What follows belongs to an exercise in optimizing a design on an open flow for small area, a short achievable clock period and few clock cycles per item; a production flow would make more cautious choices. Where RTL was checked, it was by simulation tests only, not by an equivalence proof against the original. No functional check of the RTL was part of run 1.

==> flow/design.v (outline; a module is shown in full before it is edited, if it fits) <==
// module b85_fa: 10 lines
// module b85_codec: 1112 lines
module b85_codec (
    input  wire        clk,
    input  wire        rst,         
    input  wire        in_valid,
    output wire        in_ready,
    input  wire        in_mode,     
    input  wire [39:0] in_data,
    output wire        out_valid,
    input  wire        out_ready,
    output wire [39:0] out_data,
    output wire [1:0]  out_err
);
  // ...
==> flow/flow/run.sh <==
#!/bin/bash
# Own layout flow: the standard layout (standard.sh) unchanged, except that the
# resizer's timing repair keeps a setup margin (so it also speeds up paths that already
# meet the 30 ns clock) and the ports get buf_2 buffers instead of the resizer's choice.
# The clock, the constraints and the synthesis are the standard ones.
set -euo pipefail
export SETUP_SLACK_MARGIN=23.0
export TNS_END_PERCENT=100
export BUFFER_PORTS_ARGS="-buffer_cell sky130_fd_sc_hd__buf_2"
bash standard.sh > standard.log 2>&1
==> flow/standard.sh <==
#!/bin/bash
# synth_recipe.tcl (not shown) runs the flow's synth.tcl, then flattens the netlist and writes it again
# the make line also repeats each setting of config.mk as NAME=value (left out here)
make -C /OpenROAD-flow-scripts/flow DESIGN_CONFIG=/design/flow/config.mk WORK_HOME=/design/flow/orfs CLKGATE_MAP_FILE= SYNTH_SCRIPT=/design/flow/synth_recipe.tcl "${@:-finish}"
==> flow/config.mk <==
export PLATFORM = sky130hd
export DESIGN_NAME = b85_codec
export DESIGN_NICKNAME = b85_codec
export VERILOG_FILES = /design/flow/design.v
export SDC_FILE = /design/flow/constraint.sdc
export NUM_CORES = 4
export LEC_CHECK = 0
export CAP_MARGIN = 20
export CORE_MARGIN = 2
export CORE_UTILIZATION = 65
export SLEW_MARGIN = 20
export SYNTH_HIERARCHICAL = 1
==> flow/constraint.sdc <==
create_clock -name core_clock -period 30.0 [get_ports {clk}]
set_input_delay 6.0000 -clock core_clock [delete_from_list [all_inputs] [get_ports {clk}]]
set_output_delay 6.0000 -clock core_clock [all_outputs]
set_load 0.01 [all_outputs]
==> flow_metrics.py, run 1 <==
metrics = {
    "worst_setup_path": {
        "r2r-end": "m_p[33]",
        "timing.rr.start": "ir_data[30]",
        "cp-end-kind": "output pin",
        "worstPathArrival_ns": 0.98,
        "cp.required_ns": 24.00,
        "worstSetupPathDepth": 1,
    },
    "yosys": {
        "seq_area_frac_synth_pct": 25.1,
        "synth-main-ff-cell": "edfxtp_1",
        "yosys.area.top_type": "fa_1",
        "synth_top_family_by_area": "adder cells",
        "yosysWarnings": 7,
        "synthMuxAreaShare_pct": 3.93,
    },
    "route": {
        "drcViolationCount": 0,
        "wl_met3_um": 2430,
        "top_layer": "met4",
        "wl_met2_um": 20400,
        "drt-met1-wl_um": 18500,
    },
    "finish": {
        "drive_gt1_share_pct": 14.1,
        "final_common_cell": "fa_1",
        "clk_share_pct": 2.56,
    },
    "clock_network": {
        "cts.hold.buffers_added": 0,
        "cts-root-buf": "clkbuf_16",
    },
    "run_status": {
        "status": "complete, no violations",
    },
    "grt": {
        "grt_util_all_layers_pct": 29.0,
        "grt_pass1_vias": 13200,
    },
    "floorplanning": {
        "initial_core_util_pct": 66.1,
    },
}
==> run 2: changes to the inputs <==
--- a/flow/design.v
+++ b/flow/design.v
@@ -205,72 +205,72 @@
 wire c1_kG17 = c1_kg0[8] | (c1_kp0[8] & c1_kG10);
 wire c1_kP17 = c1_kp0[8] & c1_kP10;
 wire c1_kG18 = c1_kg0[10] | (c1_kp0[10] & c1_kG13);
 wire c1_kP18 = c1_kp0[10] & c1_kP13;
 wire c1_kG19 = c1_kg0[12] | (c1_kp0[12] & c1_kG11);
 wire c1_kP19 = c1_kp0[12] & c1_kP11;
 assign c1 = {c1_kp0[12] ^ c1_kG11, c1_kp0[11] ^ c1_kG18, c1_kp0[10] ^ c1_kG13, c1_kp0[9] ^ c1_kG17, c1_kp0[8] ^ c1_kG10, c1_kp0[7] ^ c1_kG16, c1_kp0[6] ^ c1_kG12, c1_kp0[5] ^ c1_kG15, c1_kp0[4] ^ c1_kG7, c1_kp0[3] ^ c1_kG14, c1_kp0[2] ^ c1_kG1, c1_kp0[1] ^ c1_kg0[0], c1_kp0[0]};
     wire [13:0] c2;
-wire c2_1, c2_2;
-b85_fa c2_1_i (.a(ir_data[17]), .b(ir_data[25]), .c(ir_data[24]), .s(c2_1), .co(c2_2));
-wire c2_3, c2_4;
-b85_fa c2_3_i (.a(ir_data[18]), .b(ir_data[26]), .c(ir_data[25]), .s(c2_3), .co(c2_4));
+wire c2_1 = ~(ir_data[16] ^ ~ir_data[24]);
+wire c2_2 = ir_data[16] | ~ir_data[24];
+wire c2_3 = ~(ir_data[18] ^ ~ir_data[24]);
+wire c2_4 = ir_data[18] | ~ir_data[24];
 wire c2_5, c2_6;
-b85_fa c2_5_i (.a(ir_data[19]), .b(ir_data[16]), .c(ir_data[27]), .s(c2_5), .co(c2_6));
+b85_fa c2_5_i (.a(ir_data[19]), .b(ir_data[16]), .c(~ir_data[25]), .s(c2_5), .co(c2_6));
 wire c2_7, c2_8;
-b85_fa c2_7_i (.a(ir_data[20]), .b(ir_data[17]), .c(ir_data[28]), .s(c2_7), .co(c2_8));
+b85_fa c2_7_i (.a(ir_data[20]), .b(ir_data[17]), .c(~ir_data[26]), .s(c2_7), .co(c2_8));
 wire c2_9, c2_10;
-b85_fa c2_9_i (.a(ir_data[27]), .b(ir_data[25]), .c(ir_data[24]), .s(c2_9), .co(c2_10));
+b85_fa c2_9_i (.a(ir_data[21]), .b(ir_data[18]), .c(ir_data[24]), .s(c2_9), .co(c2_10));
 wire c2_11, c2_12;
-b85_fa c2_11_i (.a(ir_data[21]), .b(ir_data[18]), .c(ir_data[29]), .s(c2_11), .co(c2_12));
+b85_fa c2_11_i (.a(ir_data[22]), .b(ir_data[19]), .c(ir_data[25]), .s(c2_11), .co(c2_12));
 wire c2_13, c2_14;
-b85_fa c2_13_i (.a(ir_data[28]), .b(ir_data[26]), .c(ir_data[25]), .s(c2_13), .co(c2_14));
-wire c2_15, c2_16;
-b85_fa c2_15_i (.a(ir_data[22]), .b(ir_data[19]), .c(ir_data[30]), .s(c2_15), .co(c2_16));
-wire c2_17, c2_18;
-b85_fa c2_17_i (.a(ir_data[29]), .b(ir_data[27]), .c(ir_data[26]), .s(c2_17), .co(c2_18));
+b85_fa c2_13_i (.a(ir_data[23]), .b(ir_data[20]), .c(ir_data[26]), .s(c2_13), .co(c2_14));
+wire c2_15 = ~(ir_data[21] ^ ir_data[27]);
+wire c2_16 = ir_data[21] | ir_data[27];
+wire c2_17 = ~(ir_data[22] ^ ir_data[28]);
+wire c2_18 = ir_data[22] | ir_data[28];
 wire c2_19, c2_20;
-b85_fa c2_19_i (.a(ir_data[23]), .b(ir_data[20]), .c(ir_data[31]), .s(c2_19), .co(c2_20));
+b85_fa c2_19_i (.a(ir_data[17]), .b(~ir_data[25]), .c(c2_2), .s(c2_19), .co(c2_20));
 wire c2_21, c2_22;
-b85_fa c2_21_i (.a(ir_data[30]), .b(ir_data[28]), .c(ir_data[27]), .s(c2_21), .co(c2_22));
+b85_fa c2_21_i (.a(~ir_data[27]), .b(c2_4), .c(c2_5), .s(c2_21), .co(c2_22));
 wire c2_23, c2_24;
-b85_fa c2_23_i (.a(ir_data[21]), .b(ir_data[31]), .c(ir_data[29]), .s(c2_23), .co(c2_24));
+b85_fa c2_23_i (.a(~ir_data[28]), .b(c2_6), .c(c2_7), .s(c2_23), .co(c2_24));
 wire c2_25, c2_26;
-b85_fa c2_25_i (.a(ir_data[22]), .b(ir_data[30]), .c(ir_data[29]), .s(c2_25), .co(c2_26));
+b85_fa c2_25_i (.a(~ir_data[27]), .b(~ir_data[29]), .c(c2_8), .s(c2_25), .co(c2_26));
 wire c2_27, c2_28;
-b85_fa c2_27_i (.a(ir_data[23]), .b(ir_data[31]), .c(ir_data[30]), .s(c2_27), .co(c2_28));
+b85_fa c2_27_i (.a(~ir_data[28]), .b(~ir_data[30]), .c(c2_10), .s(c2_27), .co(c2_28));
 wire c2_29, c2_30;
-b85_fa c2_29_i (.a(ir_data[26]), .b(ir_data[24]), .c(c2_4), .s(c2_29), .co(c2_30));
+b85_fa c2_29_i (.a(~ir_data[29]), .b(~ir_data[31]), .c(c2_12), .s(c2_29), .co(c2_30));
 wire c2_31, c2_32;
-b85_fa c2_31_i (.a(c2_6), .b(c2_7), .c(c2_9), .s(c2_31), .co(c2_32));
+b85_fa c2_31_i (.a(~ir_data[30]), .b(c2_14), .c(c2_15), .s(c2_31), .co(c2_32));
 wire c2_33, c2_34;
-b85_fa c2_33_i (.a(c2_8), .b(c2_10), .c(c2_11), .s(c2_33), .co(c2_34));
+b85_fa c2_33_i (.a(~ir_data[31]), .b(c2_16), .c(c2_17), .s(c2_33), .co(c2_34));
 wire c2_35, c2_36;
-b85_fa c2_35_i (.a(c2_12), .b(c2_14), .c(c2_15), .s(c2_35), .co(c2_36));
+b85_fa c2_35_i (.a(ir_data[23]), .b(ir_data[29]), .c(c2_18), .s(c2_35), .co(c2_36));
 wire c2_37, c2_38;
-b85_fa c2_37_i (.a(c2_16), .b(c2_18), .c(c2_19), .s(c2_37), .co(c2_38));
+b85_fa c2_37_i (.a(~ir_data[26]), .b(c2_3), .c(c2_20), .s(c2_37), .co(c2_38));
 wire c2_39, c2_40;
-b85_fa c2_39_i (.a(ir_data[28]), .b(c2_20), .c(c2_22), .s(c2_39), .co(c2_40));
+b85_fa c2_39_i (.a(c2_9), .b(c2_24), .c(c2_25), .s(c2_39), .co(c2_40));
 wire c2_41, c2_42;
-b85_fa c2_41_i (.a(c2_13), .b(c2_32), .c(c2_33), .s(c2_41), .co(c2_42));
+b85_fa c2_41_i (.a(c2_11), .b(c2_26), .c(c2_27), .s(c2_41), .co(c2_42));
 wire c2_43, c2_44;
-b85_fa c2_43_i (.a(c2_17), .b(c2_34), .c(c2_35), .s(c2_43), .co(c2_44));
-wire c2_45, c2_46;
-b85_fa c2_45_i (.a(c2_21), .b(c2_36), .c(c2_37), .s(c2_45), .co(c2_46));
+b85_fa c2_43_i (.a(c2_13), .b(c2_28), .c(c2_29), .s(c2_43), .co(c2_44));
+wire c2_45 = ~(ir_data[30] ^ c2_36);
+wire c2_46 = ir_data[30] | c2_36;
 wire c2_47, c2_48;
-b85_fa c2_47_i (.a(c2_23), .b(c2_38), .c(c2_39), .s(c2_47), .co(c2_48));
-wire c2_49, c2_50;
-b85_fa c2_49_i (.a(c2_24), .b(c2_25), .c(c2_40), .s(c2_49), .co(c2_50));
+b85_fa c2_47_i (.a(c2_30), .b(c2_31), .c(c2_44), .s(c2_47), .co(c2_48));
+wire c2_49 = ~(ir_data[31] ^ c2_46);
+wire c2_50 = ir_data[31] | c2_46;
 wire c2_51, c2_52;
-b85_fa c2_51_i (.a(c2_26), .b(c2_27), .c(c2_50), .s(c2_51), .co(c2_52));
+b85_fa c2_51_i (.a(c2_32), .b(c2_33), .c(c2_48), .s(c2_51), .co(c2_52));
 wire c2_53, c2_54;
-b85_fa c2_53_i (.a(ir_data[31]), .b(c2_28), .c(c2_52), .s(c2_53), .co(c2_54));
-wire [13:0] c2_ra = {1'b0, c2_54, c2_53, c2_51, c2_48, c2_46, c2_44, c2_42, c2_41, c2_30, c2_5, c2_2, c2_1, ir_data[16]};
-wire [13:0] c2_rb = {1'b0, 1'b0, 1'b0, 1'b0, c2_49, c2_47, c2_45, c2_43, 1'b0, c2_31, c2_29, c2_3, 1'b0, ir_data[24]};
+b85_fa c2_53_i (.a(c2_34), .b(c2_35), .c(c2_52), .s(c2_53), .co(c2_54));
+wire [13:0] c2_ra = {1'b1, c2_49, c2_45, c2_53, c2_51, c2_47, c2_42, c2_40, c2_39, c2_22, c2_21, c2_37, c2_19, c2_1};
+wire [13:0] c2_rb = {c2_50, 1'b0, c2_54, 1'b0, 1'b0, 1'b0, c2_43, c2_41, 1'b0, c2_23, c2_38, 1'b0, 1'b0, 1'b0};
 wire [13:0] c2_kg0 = c2_ra & c2_rb;
 wire [13:0] c2_kp0 = c2_ra ^ c2_rb;
 wire c2_kG1 = c2_kg0[1] | (c2_kp0[1] & c2_kg0[0]);
 wire c2_kP1 = c2_kp0[1] & c2_kp0[0];
 wire c2_kG2 = c2_kg0[3] | (c2_kp0[3] & c2_kg0[2]);
 wire c2_kP2 = c2_kp0[3] & c2_kp0[2];
 wire c2_kG3 = c2_kg0[5] | (c2_kp0[5] & c2_kg0[4]);
 wire c2_kP3 = c2_kp0[5] & c2_kp0[4];
@@ -307,44 +307,34 @@
 wire c2_kG19 = c2_kg0[8] | (c2_kp0[8] & c2_kG11);
 wire c2_kP19 = c2_kp0[8] & c2_kP11;
 wire c2_kG20 = c2_kg0[10] | (c2_kp0[10] & c2_kG14);
 wire c2_kP20 = c2_kp0[10] & c2_kP14;
 wire c2_kG21 = c2_kg0[12] | (c2_kp0[12] & c2_kG12);
 wire c2_kP21 = c2_kp0[12] & c2_kP12;
 assign c2 = {c2_kp0[13] ^ c2_kG21, c2_kp0[12] ^ c2_kG12, c2_kp0[11] ^ c2_kG20, c2_kp0[10] ^ c2_kG14, c2_kp0[9] ^ c2_kG19, c2_kp0[8] ^ c2_kG11, c2_kp0[7] ^ c2_kG18, c2_kp0[6] ^ c2_kG13, c2_kp0[5] ^ c2_kG17, c2_kp0[4] ^ c2_kG8, c2_kp0[3] ^ c2_kG16, c2_kp0[2] ^ c2_kG1, c2_kp0[1] ^ c2_kg0[0], c2_kp0[0]};
     wire [12:0] c3;
-wire c3_1, c3_2;
-b85_fa c3_1_i (.a(ir_data[27]), .b(ir_data[26]), .c(ir_data[24]), .s(c3_1), .co(c3_2));
+wire c3_1 = ~(~ir_data[24] ^ ~ir_data[26]);
+wire c3_2 = ~ir_data[24] | ~ir_data[26];
 wire c3_3, c3_4;
-b85_fa c3_3_i (.a(ir_data[28]), .b(ir_data[27]), .c(ir_data[25]), .s(c3_3), .co(c3_4));
+b85_fa c3_3_i (.a(ir_data[24]), .b(~ir_data[27]), .c(~ir_data[29]), .s(c3_3), .co(c3_4));
 wire c3_5, c3_6;
-b85_fa c3_5_i (.a(ir_data[29]), .b(ir_data[28]), .c(ir_data[26]), .s(c3_5), .co(c3_6));
+b85_fa c3_5_i (.a(ir_data[25]), .b(~ir_data[28]), .c(~ir_data[30]), .s(c3_5), .co(c3_6));
 wire c3_7, c3_8;
-b85_fa c3_7_i (.a(ir_data[30]), .b(ir_data[29]), .c(ir_data[27]), .s(c3_7), .co(c3_8));
-wire c3_9, c3_10;
-b85_fa c3_9_i (.a(ir_data[31]), .b(ir_data[30]), .c(ir_data[28]), .s(c3_9), .co(c3_10));
-wire c3_11, c3_12;
-b85_fa c3_11_i (.a(ir_data[31]), .b(ir_data[29]), .c(ir_data[28]), .s(c3_11), .co(c3_12));
+b85_fa c3_7_i (.a(ir_data[26]), .b(~ir_data[29]), .c(~ir_data[31]), .s(c3_7), .co(c3_8));
+wire c3_9 = ~(ir_data[27] ^ ~ir_data[30]);
+wire c3_10 = ir_data[27] | ~ir_data[30];
+wire c3_11 = ~(ir_data[28] ^ ~ir_data[31]);
+wire c3_12 = ir_data[28] | ~ir_data[31];
 wire c3_13, c3_14;
-b85_fa c3_13_i (.a(ir_data[24]), .b(c3_2), .c(c3_3), .s(c3_13), .co(c3_14));
+b85_fa c3_13_i (.a(~ir_data[25]), .b(~ir_data[27]), .c(c3_2), .s(c3_13), .co(c3_14));
 wire c3_15, c3_16;
-b85_fa c3_15_i (.a(ir_data[25]), .b(c3_4), .c(c3_5), .s(c3_15), .co(c3_16));
-wire c3_17, c3_18;
-b85_fa c3_17_i (.a(ir_data[26]), .b(c3_6), .c(c3_7), .s(c3_17), .co(c3_18));
-wire c3_19, c3_20;
-b85_fa c3_19_i (.a(ir_data[27]), .b(c3_8), .c(c3_9), .s(c3_19), .co(c3_20));
-wire c3_21, c3_22;
-b85_fa c3_21_i (.a(ir_data[30]), .b(ir_data[29]), .c(c3_12), .s(c3_21), .co(c3_22));
-wire c3_23, c3_24;
-b85_fa c3_23_i (.a(c3_10), .b(c3_11), .c(c3_20), .s(c3_23), .co(c3_24));
-wire c3_25, c3_26;
-b85_fa c3_25_i (.a(ir_data[31]), .b(ir_data[30]), .c(c3_22), .s(c3_25), .co(c3_26));
-wire [12:0] c3_ra = {1'b0, ir_data[31], c3_25, c3_21, c3_23, c3_18, c3_16, c3_14, c3_13, c3_1, ir_data[26], ir_data[25], ir_data[24]};
-wire [12:0] c3_rb = {1'b0, c3_26, 1'b0, c3_24, 1'b0, c3_19, c3_17, c3_15, 1'b0, 1'b0, ir_data[25], ir_data[24], 1'b0};
+b85_fa c3_15_i (.a(~ir_data[26]), .b(~ir_data[28]), .c(c3_14), .s(c3_15), .co(c3_16));
+wire [12:0] c3_ra = {1'b1, 1'b1, ir_data[29], c3_10, c3_8, c3_6, c3_4, c3_3, c3_15, c3_13, c3_1, ~ir_data[25], 1'b1};
+wire [12:0] c3_rb = {ir_data[31], ir_data[30], c3_12, c3_11, c3_9, c3_7, c3_5, c3_16, 1'b0, 1'b0, 1'b0, 1'b0, ~ir_data[24]};
 wire [12:0] c3_kg0 = c3_ra & c3_rb;
 wire [12:0] c3_kp0 = c3_ra ^ c3_rb;
 wire c3_kG1 = c3_kg0[1] | (c3_kp0[1] & c3_kg0[0]);
 wire c3_kP1 = c3_kp0[1] & c3_kp0[0];
 wire c3_kG2 = c3_kg0[3] | (c3_kp0[3] & c3_kg0[2]);
 wire c3_kP2 = c3_kp0[3] & c3_kp0[2];
 wire c3_kG3 = c3_kg0[5] | (c3_kp0[5] & c3_kg0[4]);
 wire c3_kP3 = c3_kp0[5] & c3_kp0[4];
==> flow/flow/run.sh (replaced) <==
#!/bin/bash
# Own layout flow: the standard layout (standard.sh) unchanged, except that the
# resizer's timing repair keeps a setup margin (so it also speeds up paths that already
# meet the 30 ns clock) and the ports get buf_2 buffers instead of the resizer's choice.
# The clock, the constraints and the synthesis are the standard ones.
set -euo pipefail
export SETUP_SLACK_MARGIN=23.4
export TNS_END_PERCENT=100
export BUFFER_PORTS_ARGS="-buffer_cell sky130_fd_sc_hd__buf_2"
bash standard.sh > standard.log 2>&1
==> run 2 against run 1 <==
Compared with the run above: still clean on timing, DRC and antenna; maximum frequency grew 0.33%; sequential share of layout area is 0.45 points lower; routed wire length is 7.5% higher; via count up 0.86%; critical path type unchanged; highest routed layer unchanged.
==> flow_metrics.py, run 2 <==
metrics = {
    "yosys": {
        "synthCells": 1601,
        "yosysMostFrequentCell": "fa_1",
        "yosys.area.top_type": "fa_1",
        "seq_area_frac_synth_pct": 25.6,
        "synth_top_area_share_pct": 32.5,
        "ys_ff_latch": 180,
        "syn_nets": 2142,
        "async_flop_share_pct": 0,
        "syn_area_sq_um": 19200,
        "yosysWarnings": 7,
        "synthTopCellsByCount": "fa_1 (312), inv_1 (192), ha_1 (184)",
        "synth_edf_count": 132,
        "synth-main-ff-cell": "edfxtp_1",
        "ys_types": 85,
        "synth_area_per_cell_sq_um": 12.0,
        "yosys-top-cells-area": "fa_1 (32%), edfxtp_1 (21%), ha_1 (12%)",
    },
    "place": {
        "place_congestion": 0.959,
        "dpl.hpwl_um": 34100,
        "io_buffers": 88,
    },
    "finish": {
        "fillCellCount": 1960,
        "drive_gt1_share_pct": 19.3,
        "top_register": "m_p",
        "final_cell_mix": "fa_1 (310), inv_1 (183), ha_1 (182)",
        "largest_reg_flops": 48,
        "nets": 2331,
        "seq_area_sq_um": 4930,
        "diodes": 0,
        "area_growth_pct": 13.2,
        "final_common_cell": "fa_1",
        "multi_input_area_sq_um": 13700,
    },
    "route": {
        "drt_iter0_markers": 1044,
        "wl_per_cell_um": 21.0,
        "num_vias": 12800,
        "dr.pass1.iters": 5,
        "drcViolationCount": 0,
        "drt_wl_total_um": 45800,
        "postRouteAntennaNets": 0,
        "via_per_inst": 5.85,
    },
    "clock_network": {
        "cts_sinks": 180,
        "cts.htree.levels": 4,
        "clk_pin_slew_ns": 0.07,
        "clockBufferDepth": 2,
        "cts_buffers": 17,
        "cts.hold.buffers_added": 0,
        "cts_tree": "yes",
        "cts-root-buf": "clkbuf_16",
        "clk_latency_ns": 0.44,
    },
    "worst_setup_path": {
        "critical_path.top_delay_family": "flip-flops",
        "reg2reg_slack_ns": 23.39,
        "r2r-end": "m_p[33]",
        "cp.required_ns": 24.00,
        "timing.rr.start": "ir_data[25]",
        "cp-end-kind": "output pin",
        "reg2regPathDepth": 18,
        "crit_end": "out_data[28]",
        "worstSetupPathDepth": 1,
        "critical_path_class": "register to output pin",
        "max_stage_delay_ns": 0.38,
        "cp_slowest_cell": "edfxtp_1",
        "path_max_fanout": 1,
        "start_kind": "register",
        "crit_chain": "buf_2",
        "worstPathArrival_ns": 0.96,
        "worstSetupStartpoint": "o_data[28]",
        "path_buf_inv": 1,
    },
    "grt": {
        "met3_usage_pct": 5.36,
        "grt_max_degree": 72,
        "busiest_layer": "met2",
        "antenna_found_initial": 0,
        "grt_overflow_total": 0,
        "grt_util_all_layers_pct": 30.8,
        "grt_pass1_vias": 13300,
        "met2_usage_pct": 52.5,
        "use_met1_pct": 40.4,
        "grt_pass1_wl_um": 71700,
    },
    "timing": {
        "relSlewSlack_pct": 34.1,
        "fin_skew_ns": 0.0140,
        "drv_slew": 0,
        "rsz0062_at_grt": "yes",
        "max_freq_mhz": 144,
        "tightest_slew_ns": 0.964,
        "fin_crit_sh_pct": 23.2,
        "tns_ns": 0,
        "period_minus_slack_ns": 6.96,
        "hold_ws_ns": 0.447,
        "setup_viol": 0,
        "hold_violations": 0,
    },
    "hold_path": {
        "hold_path_class": "register to register",
    },
    "floorplanning": {
        "initial_core_util_pct": 66.5,
        "rows": 62,
        "dieArea_sq_um": 31000,
        "die_w_um": 176,
        "pin_count": 89,
        "core_sq_um": 28900,
        "die_h_um": 176,
    },
    "run_status": {
        "status": "complete, no violations",
    },
    "flow_run": {
        "max_cap_viol_count": 0,
    },
}
[run 2: changes by cell type in the layout (fill, tap and decap cells not counted), moves of 9 or more]
cell / before / now
buf_4: 38 / 92
fa_1: 327 / 310
nor2_1: 60 / 46
a21oi_1: 66 / 77
clkinvlp_4: 4 / 15
nor3_1: 33 / 22
o21ai_0: 63 / 54
[run 2: kinds of logic (layout without fill, tap and decap cells)]
| logic type | after synthesis | count (layout) | synth area share, % |
|---|---|---|---|
| AO/OA/AOI/OAI | 298 | 298 | 10.2 |
| flip-flops | 180 | 180 | 25.6 |
| XOR/XNOR | 114 | 114 | 5.49 |
| buffers and inverters | 221 | 416 | 4.48 |
| multiplexers | 63 | 63 | 3.66 |
| adder cells (fa/ha/maj) | 496 | 496 | 44.5 |
| AND/OR/NAND/NOR | 229 | 235 | 6.09 |
[run 2: layer usage]
| layer | vias up | share of wire [%] |
|---|---|---|
| met1 | 6340 | 42 |
| met2 | 449 | 49 |
| met5 | - | 0 |
| li1 | 5897 | - |
| met4 | 0 | 3.4 |
| met3 | 97 | 6.1 |
[run 2: per-stage QoR]
stage	utilization (%)	area [sq um]	std cells	worst slack, ns
global route	75.2	21800	2186	22.99
CTS	73.2	21200	2133	23.01
global placement	69.7	20200	2059	22.51
finish	75.2	21800	2186	23.04
detailed placement	69.7	20200	2059	22.48
floorplan	-	19300	1601	22.88
[run 2: worst min path at each step]
stage | startpoint | to | slack [ns] | cells past startpoint
after global placement | m_v | rdy | 0.44 | 1
final | m_v | rdy | 0.45 | 1
after detailed placement | m_v | rdy | 0.44 | 1
after global routing | m_v | rdy | 0.46 | 1
after floorplan | m_v | rdy | 0.38 | 1
after CTS | m_v | rdy | 0.46 | 1
[run 2: timing repair]
action	in CTS	in global routing
setup buffers	34	52
gates resized for setup	21	34
pin swaps	1	5
hold endpoints to repair	0	0
cloned	9	1
endpoints found under the setup margin	149	133
[run 2: area by class of cell]
| cell class | count | share of cell area [%] |
|---|---|---|
| clock buffers | 20 | 2.20 |
| clock inverters | 11 | 0.512 |
| inverters | 193 | 3.50 |
| multi-input cells | 1206 | 62.9 |
| flip-flops and latches | 180 | 22.6 |
| well taps | 384 | 2.21 |
| repair buffers | 188 | 5.89 |
| repair inverters | 4 | 0.138 |
[run 2: modules after synthesis (local to each module, per instance)]
| module | times used | flip-flops and latches | cell area (sq um) | cells |
|---|---|---|---|---|
| b85_fa | 273 | 0 | 20.0 | 1 |
| b85_codec | 1 | 180 | 13800 | 1328 |
Testbench counts of run 2, summed over its fixed seeds: cycles 3,224, items 3,200.
==> run 3: changes to the inputs <==
--- a/flow/flow/run.sh
+++ b/flow/flow/run.sh
@@ -4,7 +4,7 @@
 # meet the 30 ns clock) and the ports get buf_2 buffers instead of the resizer's choice.
 # The clock, the constraints and the synthesis are the standard ones.
 set -euo pipefail
-export SETUP_SLACK_MARGIN=23.4
+export SETUP_SLACK_MARGIN=23.0
 export TNS_END_PERCENT=100
 export BUFFER_PORTS_ARGS="-buffer_cell sky130_fd_sc_hd__buf_2"
 bash standard.sh > standard.log 2>&1
==> run 3 against run 2 <==
Compared with the run above: still clean on timing, DRC and antenna; synthesized cell count unchanged; non-clock buffer count decreased by 61; critical path depth unchanged; register-to-register slack got worse by 0.04 ns; maximum frequency decreased by 0.44%; final cell count decreased by 3.2%; count of clock-buffer cells in the layout decreased by 3; area after synthesis unchanged; critical endpoint is now out_data[27].
==> flow_metrics.py, run 3 <==
metrics = {
    "run_status": {
        "status": "complete, no violations",
    },
    "route": {
        "dr.pass1.iters": 7,
        "wl_per_cell_um": 20.0,
        "drcViolationCount": 0,
        "num_vias": 12400,
        "via_per_inst": 5.84,
        "postRouteAntennaNets": 0,
        "drt_iter0_markers": 900,
        "drt_wl_total_um": 42300,
    },
    "clock_network": {
        "cts-root-buf": "clkbuf_16",
        "cts_sinks": 180,
        "clockBufferDepth": 2,
        "cts_tree": "yes",
        "clk_pin_slew_ns": 0.08,
        "cts_buffers": 17,
        "clk_latency_ns": 0.45,
        "cts.htree.levels": 4,
    },
    "floorplanning": {
        "core_sq_um": 28900,
        "initial_core_util_pct": 66.5,
        "die_h_um": 176,
        "pin_count": 89,
        "die_w_um": 176,
        "rows": 62,
        "dieArea_sq_um": 31000,
    },
    "yosys": {
        "syn_area_sq_um": 19200,
        "synth_edf_count": 132,
        "syn_nets": 2142,
        "synth_area_per_cell_sq_um": 12.0,
        "synthMuxAreaShare_pct": 3.66,
        "synth_top_family_by_area": "adder cells",
        "synth-adder-area-share_pct": 44.5,
        "yosys.area.top_type": "fa_1",
        "synthXorXnorAreaFrac_pct": 5.49,
        "synth_top_area_share_pct": 32.5,
        "ys_types": 85,
        "synthTopCellsByCount": "fa_1 (312), inv_1 (192), ha_1 (184)",
        "yosysWarnings": 7,
        "yosys-top-cells-area": "fa_1 (32%), edfxtp_1 (21%), ha_1 (12%)",
        "synth_compound_area_share_pct": 10.2,
        "synthCells": 1601,
        "async_flop_share_pct": 0,
        "yosysMostFrequentCell": "fa_1",
        "ys_ff_latch": 180,
        "seq_area_frac_synth_pct": 25.6,
        "synth-main-ff-cell": "edfxtp_1",
        "synth-simple-area-share_pct": 6.09,
    },
    "grt": {
        "grt_max_degree": 71,
        "grt_pass1_wl_um": 68200,
        "grt_overflow_total": 0,
        "antenna_found_initial": 0,
        "grt_pass1_vias": 13000,
        "grt_util_all_layers_pct": 29.1,
    },
    "timing": {
        "hold_violations": 0,
        "drv_slew": 0,
        "tns_ns": 0,
        "setup_viol": 0,
        "relSlewSlack_pct": 25.3,
        "hold_ws_ns": 0.409,
        "period_minus_slack_ns": 6.99,
        "max_freq_mhz": 143,
        "fin_skew_ns": 0.0139,
        "tightest_slew_ns": 1.11,
        "fin_crit_sh_pct": 23.3,
        "rsz0062_at_grt": "yes",
    },
    "worst_setup_path": {
        "cp.required_ns": 24.00,
        "path_buf_inv": 1,
        "path_max_fanout": 1,
        "crit_chain": "buf_2",
        "worstPathArrival_ns": 0.99,
        "critical_path.top_delay_family": "flip-flops",
        "max_stage_delay_ns": 0.39,
        "cp-end-kind": "output pin",
        "critical_path_class": "register to output pin",
        "cp_slowest_cell": "edfxtp_1",
        "start_kind": "register",
    },
    "finish": {
        "final_cell_mix": "fa_1 (312), inv_1 (187), ha_1 (184)",
        "largest_reg_flops": 48,
        "final_common_cell": "fa_1",
        "diodes": 0,
        "drive_gt1_share_pct": 14.8,
        "top_register": "m_p",
        "nets": 2261,
        "area_growth_pct": 9.18,
    },
    "place": {
        "place_congestion": 0.966,
        "dpl.hpwl_um": 33400,
        "io_buffers": 88,
    },
    "hold_path": {
        "hold_path_class": "register to register",
    },
    "flow_run": {
        "max_cap_viol_count": 0,
    },
}
## run 3: changes by cell type in the layout (fill, tap and decap cells not counted), sizes merged
cell and change:
clkinv +1, buf -61, clkbuf -3, clkinvlp -9
nand2b -6, inv +9
## run 3: worst register-to-register path: cells and delay by family, from the launching register on
kind,cells,cell delay (ns)
AOI/OAI and AO/OA,1,0.21
adders and majority gates,12,5.04
buffers and inverters,1,0.24
and+or+nand+nor,2,0.55
DFF,1,0.37
## run 3: final cells by class
cell class / instances / area, sq um
Multi-Input combinational cell: 1200 / 13500
Fill cell: 2065 / 7940
Sequential cell: 180 / 4930
Inverter: 193 / 746
Timing Repair Buffer: 127 / 733
Tap cell: 384 / 480
Clock buffer: 17 / 425
Clock inverter: 15 / 178
Timing Repair inverter: 1 / 7.51
## run 3: worst paths after layout
| path | start | depth (start not counted) | slack [ns] | endpoint |
|---|---|---|---|---|
| max | o_data[27] | 1 | 23.01 | out_data[27] |
| min | ir_v | 1 | 0.41 | rdy |
| max reg2reg | ir_data[25] | 16 | 23.35 | m_p[33] |
| min reg2reg | ir_v | 1 | 0.41 | rdy |
## run 3: metal layers
metal,GRT usage [%],vias to the layer above,wire length (um)
li1,-,5763,-
met3,5.47,58,2480
met2,48.5,368,20600
met5,0,-,0
met1,39.4,6169,18400
met4,8.78,0,872
## run 3: cell families (layout without fill, tap and decap cells)
family          Yosys count  count (layout)
xor+xnor                114             114
compound gates          298             298
buf+inv                 221             353
mux                      63              63
simple gates            229             229
fa+ha+maj               496             496
flops                   180             180
## run 3: Yosys stat by module (local to each module, per instance)
module / cells inside / cell area, sq um
b85_fa: 1 / 20.0
b85_codec: 1328 / 13800
## run 3: through the flow
step / worst slack, ns / cells / cell area (sq um) / utilization (%)
3_3_place_gp: 22.43 / 2058 / 20100 / 69.6
2_1_floorplan: 22.88 / 1601 / 19300 / -
3_5_place_dp: 22.34 / 2058 / 20100 / 69.6
6_report: 23.01 / 2117 / 21000 / 72.6
5_1_grt: 22.97 / 2117 / 21000 / 72.6
4_1_cts: 22.99 / 2093 / 20800 / 71.8
## run 3: what timing repair did
| item | CTS | global route |
|---|---|---|
| pin swaps | 0 | 1 |
| gates resized for setup | 2 | 11 |
| hold buffers | 0 | 0 |
| setup endpoints to repair | 49 | 20 |
| gates cloned | 1 | 0 |
| setup buffers | 2 | 24 |

afterwards: timing with drivers on the ports:
In the flow no input, the clock included, has a driving cell. The finished layouts below were timed again as built, in two steps.
Step 1: set_driving_cell puts a clkbuf_16 on clk and a buf_2 on each other input, an assumption about the parent block.
Step 2 times the ports against the registers' clock, not the clock port: input delays grow and output delays shrink by t, the midpoint of the rising clock arrivals with the driver on.
Slacks: no drivers / after step 1 / after step 2; pairs: no drivers / after step 1.
run	shift t [ns]	setup slack, ns	worst setup path at the end	worst register clock-pin slew, ns	worst slew at a driven data input, ns
run 1	0.491	23.016 / 22.962 / 22.744	input to register	0.08 / 0.08	0.03
run 2	0.491	23.039 / 22.984 / 22.982	input to register	0.08 / 0.08	0.04
run 3	0.500	23.008 / 22.953 / 22.635	input to register	0.08 / 0.08	0.04
After both steps setup and hold are still met in every run listed. The setup slack of run 3, which loses most, moves by -0.055 ns with the drivers and by -0.373 ns with both steps.
